Source: an optimization exercise on an open RTL-to-GDS flow (aim: small area). Production flows keep margins and buffers that such runs may drop. Only simulation tests tie the RTL to the original design; equivalence was not proved. Power figures rest on the tool's default switching activity, not on a simulated workload.

==> v7 <==
Design sensor_core, start of the top module:
module sensor_core (
    input  wire        clk,
    input  wire        rst,             
    input  wire        start,
    input  wire [15:0] desc,
    input  wire        ld_we,           
    input  wire        ld_len_we,       
    input  wire        ld_tx,           
    input  wire [4:0]  ld_addr,
    input  wire [7:0]  ld_data,
    input  wire [6:0]  rd_addr,
    output reg  [15:0] rd_data,
    output wire [15:0] status,
    output wire [2:0]  ph,
    output wire        bus_req,
    output wire [6:0]  bus_addr,
    output wire [3:0]  bus_wlen,
    output wire [63:0] bus_wdata,
    output wire [5:0]  bus_rlen,
    input  wire        bus_rvalid,
    input  wire [7:0]  bus_rdata,
    input  wire        bus_done,
    input  wire        bus_err,
    output wire        tmr_run,
    input  wire        tmr_exp
);
export LEC_CHECK = 0
export CAP_MARGIN = 20
export CORE_MARGIN = 2
export CORE_UTILIZATION = 60
export GPL_TIMING_DRIVEN = 0
export SLEW_MARGIN = 20
export SYNTH_HIERARCHICAL = 1
create_clock -name core_clock -period 10.0 [get_ports {clk}]
standard.sh (not shown) runs the stock make flow with config.mk's settings and CLKGATE_MAP_FILE= SYNTH_SCRIPT=/design/flow/synth_recipe.tcl, a recipe that flattens the netlist after the stock synthesis.
==> flow/flow/run.sh <==
#!/bin/bash
# Own flow: the standard layout (standard.sh) with these changes:
#  - synthesis: ABC maps the combinational logic with the area-oriented script
#    in area.abc instead of ORFS's speed script.  Registers are mapped by ORFS's
#    dfflibmap before ABC runs, so they keep the standard synthesis's cells and
#    names; everything else in synthesis is the standard flow's own script.
#  - port buffers: every input and output port still gets a buffer, but the
#    smallest buffer cell is used.
#  - clock tree: the arguments in cts.args (no dummy loads; clkbuf_8 leaf
#    buffers in clusters of at most 16 sinks and 50 um).
# Every tool's output goes to a log file in the work folder:
#   synth.log (yosys, via make synth), layout.log (the rest, via make finish);
#   ORFS's per-step logs are under orfs/logs/.
set -euo pipefail
W=$(pwd)
F=$W/flow
# ORFS's synth.tcl with only the ABC call changed
sed 's|log_cmd abc {\*}\$abc_args|log_cmd abc -script '"$F"'/area.abc {*}$lib_args {*}$lib_dont_use_args|' \
    "$FLOW_HOME/scripts/synth.tcl" > "$W/synth_area.tcl"
grep -q 'area.abc' "$W/synth_area.tcl"
# The standard flow's synthesis script (synth -nofsm -noshare, flatten, rename), sourcing the copy above
sed "s|\$::env(SCRIPTS_DIR)/synth.tcl|$W/synth_area.tcl|" synth_recipe.tcl > "$W/own_synth.tcl"
grep -q 'synth_area.tcl' "$W/own_synth.tcl"
bash standard.sh SYNTH_SCRIPT="$W/own_synth.tcl" synth > "$W/synth.log" 2>&1
bash standard.sh "BUFFER_PORTS_ARGS=-buffer_cell sky130_fd_sc_hd__buf_1" \
    "CTS_ARGS=$(tr '\n' ' ' < "$F/cts.args")" finish > "$W/layout.log" 2>&1
test -f "$W/out/final.def"
==> flow/flow/area.abc <==
strash
&get -n
&fraig -x
&put
scorr
dc2
strash
&get -n
&deepsyn -T 20
&put
dch -f
amap
==> flow/flow/cts.args <==
-sink_clustering_enable -repair_clock_nets -dont_use_dummy_load -sink_clustering_size 16 -sink_clustering_max_diameter 50 -buf_list {sky130_fd_sc_hd__clkbuf_8}
==> inputs of v15, as changes to v7 <==
--- a/flow/design.v
+++ b/flow/design.v
@@ -153,18 +153,14 @@
     wire [6:0] end_b   = is_rng ? {1'b0, rng_len} : {1'b0, rxlen};
     wire [6:0] scan_end = end_a + end_b;
     wire       at_end  = (idx == scan_end[5:0]);
     wire       g_ge3 = (idx[3:0] >= 4'd3);
     wire       g_ge6 = (idx[3:0] >= 4'd6);
     wire [1:0] gnum  = {g_ge6, g_ge3 & !g_ge6};
-    wire       gpos0 = (idx[3:0] == 4'd0) || (idx[3:0] == 4'd3) || (idx[3:0] == 4'd6);
-    wire       gpos1 = (idx[3:0] == 4'd1) || (idx[3:0] == 4'd4) || (idx[3:0] == 4'd7);
-    wire       gpos2 = !gpos0 && !gpos1;
-    wire [2:0] fill_src = {(!idx[2] && idx[1] && idx[0]) || (idx[2] && !idx[1] && !idx[0]),
-                           (!idx[2] && (idx[1] ^ idx[0])) || (idx[2] && idx[1] && idx[0]),
-                           !idx[0]};
+    wire [1:0] gpos  = idx[1:0] - (g_ge6 ? 2'd2 : g_ge3 ? 2'd3 : 2'd0);
+    wire [2:0] fill_src = (idx[2:0] < 3'd5) ? (idx[2:0] + 3'd1) : (idx[2:0] - 3'd5);
     wire       filling  = (st == ST_FILL);
     wire [4:0] eng_raddr = filling ? {2'b00, fill_src} : idx[4:0];
     wire [6:0] ra = busy ? {2'b01, eng_raddr} : rd_addr;
     wire       ra_regs = (ra[6:5] == 2'b00);
     wire [31:0] sel_rx;
     wire [7:0]  sel_tx;
@@ -240,20 +236,20 @@
     assign bus_req   = in_xfer;
     assign bus_addr  = op_gas ? 7'h58 : 7'h12;
     assign bus_wlen  = phase[1] ? 4'd0 : txlen;
     assign bus_rlen  = cur_rlen;
     assign tmr_run   = (phase == PH_WAIT);
     assign bus_wdata = tx_flat;
-    wire       grp_first = (st == ST_GRP) && gpos0;
+    wire       grp_first = (st == ST_GRP) && (gpos == 2'd0);
     wire [7:0] crc_in = acc[7:0] | {8{grp_first}};
     wire [7:0] crc_out;
     sc_crc8_byte u_crc (.c_in(crc_in), .b(rx_q), .c_out(crc_out));
     wire [15:0] sum_next = acc + {8'd0, rx_q};
     wire [7:0]  cmp_byte = (st == ST_SUMLO) ? acc[7:0] : acc[15:8];
     wire        cmp_ne   = (rx_q != cmp_byte);
-    wire [4:0] grp_slot = {1'b0, g_ge6, !g_ge6, g_ge3 && !g_ge6, gpos1};
+    wire [4:0] grp_slot = {2'b00, gnum, gpos[0]} + 5'd4;
     wire [4:0] res_widx = (st == ST_GRP) ? grp_slot : idx[4:0];
     wire accept = !busy && !st_fault;
     wire rng_fault = (scan_end > {1'b0, rxlen});
     wire rxlen_grp = (rxlen == 6'd3) || (rxlen == 6'd6) || (rxlen == 6'd9);
     reg  dec_fault;
     always @* begin
@@ -282,13 +278,13 @@
             rx_we = bus_rvalid && (cur_rlen != 6'd0) && !idx[5];
         end else if (phase == PH_CHECK) begin
             case (st)
                 ST_SUM: begin
                     res_we = !at_end && (idx >= 6'd4) && (idx <= 6'd28);
                 end
-                ST_GRP:  res_we = !at_end && !gpos2;
+                ST_GRP:  res_we = !at_end && (gpos != 2'd2);
                 ST_FILL: tx_we  = !idx[3];
                 default: ;
             endcase
         end
     end
     integer k;
@@ -471,13 +467,13 @@
                             st_done <= 1'b1;
                             phase   <= PH_IDLE;
                         end
                     end else begin
                         idx      <= idx + 6'd1;
                         acc[7:0] <= crc_out;
-                        if (gpos2 && crc_out != 8'h00) begin
+                        if (gpos == 2'd2 && crc_out != 8'h00) begin
                             st_grp  <= gnum;
                             if (op != OP_CRCV) begin
                                 st_err <= (op == OP_GWRBL) ? E_INVCAL : E_INTEGRITY;
                                 st_sub <= S_CRC;
                             end
                             st_done <= 1'b1;
--- a/flow/flow/run.sh
+++ b/flow/flow/run.sh
@@ -3,14 +3,13 @@
 #  - synthesis: ABC maps the combinational logic with the area-oriented script
 #    in area.abc instead of ORFS's speed script.  Registers are mapped by ORFS's
 #    dfflibmap before ABC runs, so they keep the standard synthesis's cells and
 #    names; everything else in synthesis is the standard flow's own script.
 #  - port buffers: every input and output port still gets a buffer, but the
 #    smallest buffer cell is used.
-#  - clock tree: the arguments in cts.args (no dummy loads; clkbuf_8 leaf
-#    buffers in clusters of at most 16 sinks and 50 um).
+#  - clock tree: the arguments in cts.args (no dummy loads, larger clusters).
 # Every tool's output goes to a log file in the work folder:
 #   synth.log (yosys, via make synth), layout.log (the rest, via make finish);
 #   ORFS's per-step logs are under orfs/logs/.
 set -euo pipefail
 W=$(pwd)
 F=$W/flow
==> flow/flow/cts.args (replaced) <==
-sink_clustering_enable -repair_clock_nets -dont_use_dummy_load -sink_clustering_size 30 -sink_clustering_max_diameter 80 -buf_list {sky130_fd_sc_hd__clkbuf_8 sky130_fd_sc_hd__clkbuf_16}
Settings changed: CORE_UTILIZATION 60 to 40, GPL_TIMING_DRIVEN 0 to unset.
==> comparison <==
v15 finished with timing, DRC and antenna clean. v7 finished clean.
Against v7, the setup slack of v15 is lower by 0.045 ns.
In v15 the via count is higher than in v7, by 0.21%.
In flip-flop and latch count, v15 and v7 do not differ.
In v15 the global-route usage is lower than in v7, by 10 points.
In v7 the synthesized cell count is smaller than in v15, by about 0.9%.

========
==> onyx <==
sensor_core again, from the RTL that the note above started with.
==> flow/config.mk <==
export PLATFORM = sky130hd
export DESIGN_NAME = sensor_core
export DESIGN_NICKNAME = sensor_core
export VERILOG_FILES = /design/flow/design.v
export SDC_FILE = /design/flow/constraint.sdc
export NUM_CORES = 4
export LEC_CHECK = 0
export CAP_MARGIN = 20
export CORE_MARGIN = 2
export CORE_UTILIZATION = 40
export SLEW_MARGIN = 20
export SYNTH_HIERARCHICAL = 1
==> flow/constraint.sdc <==
create_clock -name core_clock -period 10.0 [get_ports {clk}]
set_input_delay 2.0000 -clock core_clock [delete_from_list [all_inputs] [get_ports {clk}]]
set_output_delay 2.0000 -clock core_clock [all_outputs]
set_load 0.01 [all_outputs]
==> flow/flow/run.sh <==
#!/bin/bash
# Own flow: the standard layout (standard.sh) with these changes:
#  - synthesis: ABC maps the combinational logic with the area-oriented script
#    in area.abc instead of ORFS's speed script.  Registers are mapped by ORFS's
#    dfflibmap before ABC runs, so they keep the standard synthesis's cells and
#    names; everything else in synthesis is the standard flow's own script.
#  - port buffers: every input and output port still gets a buffer, but the
#    smallest buffer cell is used.
#  - clock tree: the arguments in cts.args (no dummy loads, larger clusters).
# Every tool's output goes to a log file in the work folder:
#   synth.log (yosys, via make synth), layout.log (the rest, via make finish);
#   ORFS's per-step logs are under orfs/logs/.
set -euo pipefail
W=$(pwd)
F=$W/flow
# ORFS's synth.tcl with only the ABC call changed
sed 's|log_cmd abc {\*}\$abc_args|log_cmd abc -script '"$F"'/area.abc {*}$lib_args {*}$lib_dont_use_args|' \
    "$FLOW_HOME/scripts/synth.tcl" > "$W/synth_area.tcl"
grep -q 'area.abc' "$W/synth_area.tcl"
# The standard flow's synthesis script (synth -nofsm -noshare, flatten, rename), sourcing the copy above
sed "s|\$::env(SCRIPTS_DIR)/synth.tcl|$W/synth_area.tcl|" synth_recipe.tcl > "$W/own_synth.tcl"
grep -q 'synth_area.tcl' "$W/own_synth.tcl"
bash standard.sh SYNTH_SCRIPT="$W/own_synth.tcl" synth > "$W/synth.log" 2>&1
bash standard.sh "BUFFER_PORTS_ARGS=-buffer_cell sky130_fd_sc_hd__buf_1" \
    "CTS_ARGS=$(tr '\n' ' ' < "$F/cts.args")" finish > "$W/layout.log" 2>&1
test -f "$W/out/final.def"
==> flow/flow/cts.args <==
-sink_clustering_enable -repair_clock_nets -dont_use_dummy_load -sink_clustering_size 20 -sink_clustering_max_diameter 60 -buf_list {sky130_fd_sc_hd__clkbuf_8}
Scripts as last shown in full above: flow/flow/area.abc
==> raven: changes against onyx <==
==> flow/flow/cts.args (replaced) <==
-sink_clustering_enable -repair_clock_nets -dont_use_dummy_load -sink_clustering_size 16 -sink_clustering_max_diameter 50 -buf_list {sky130_fd_sc_hd__clkbuf_8}
CORE_UTILIZATION = 60   (was 40)
==> quartz: changes against onyx <==
==> flow/flow/cts.args (replaced) <==
-sink_clustering_enable -repair_clock_nets -dont_use_dummy_load -sink_clustering_size 12 -sink_clustering_max_diameter 50 -buf_list {sky130_fd_sc_hd__clkbuf_4 sky130_fd_sc_hd__clkbuf_8}
==> qor summary <==
metric                                                                 raven          quartz            onyx
Run status                                                    finished clean  finished clean  finished clean
Power spent charging and discharging nets                            3.19 mW         3.28 mW         3.22 mW
DRC marker count from the first detailed-route iteration               3,629           3,075           3,312
Capture endpoint of the worst hold path                            st_sub[2]       st_err[0]       st_err[0]
Worst-case vdd ir drop                                            0.000214 V      0.000227 V      0.000230 V
Core area                                                        0.0398 mm^2     0.0602 mm^2     0.0602 mm^2
Clock Latency Late Sink                                              0.68 ns         0.68 ns         0.69 ns
Achievable clock frequency                                           111 MHz         116 MHz         117 MHz
Hold Path Origin                                                   st_sub[2]       st_err[0]       st_err[0]
Share of power burned in the clock network                             0.151           0.174           0.145
Clk cell area share                                                   0.0259          0.0344          0.0221
Number of global-route vias before repair                             16,800          17,200          17,000
Fraction of final layout cells sized beyond drive strength 1          0.0506          0.0604          0.0486
Routing usage on met1                                                  0.519           0.358           0.356

[static timing again, ports no longer ideal]
Ports are ideal in the flow. The routed layouts listed here were re-timed in OpenROAD.
Step 1: set_driving_cell puts a clkbuf_16 on clk and a buf_2 on each other input, an assumption about the parent block.
Step 2 adds t to the input delays and takes it off the output delays; t is the mean of the earliest and latest rising clock arrival at the registers after step 1. Input paths then give back, and output paths get back, about the clock's delay inside the block.
a / b / c = ideal / step 1 / step 2; a / b = the first two.
| run | t, ns | slack for setup (ns) | worst slew at a driven data input, ns |
|---|---|---|---|
| v7 | 0.680 | 0.879 / 0.879 / 0.268 | 0.10 |
| v15 | 0.606 | 0.835 / 0.835 / 0.554 | 0.06 |
| onyx | 0.690 | 1.448 / 1.448 / 0.897 | 0.16 |
| raven | 0.697 | 1.009 / 1.009 / 0.707 | 0.09 |
| quartz | 0.696 | 1.389 / 1.389 / 0.865 | 0.19 |
After both steps every run listed still meets setup and hold. For v7, which loses most, drivers alone change the setup slack by 0.000 ns; drivers and shift together by -0.611 ns.
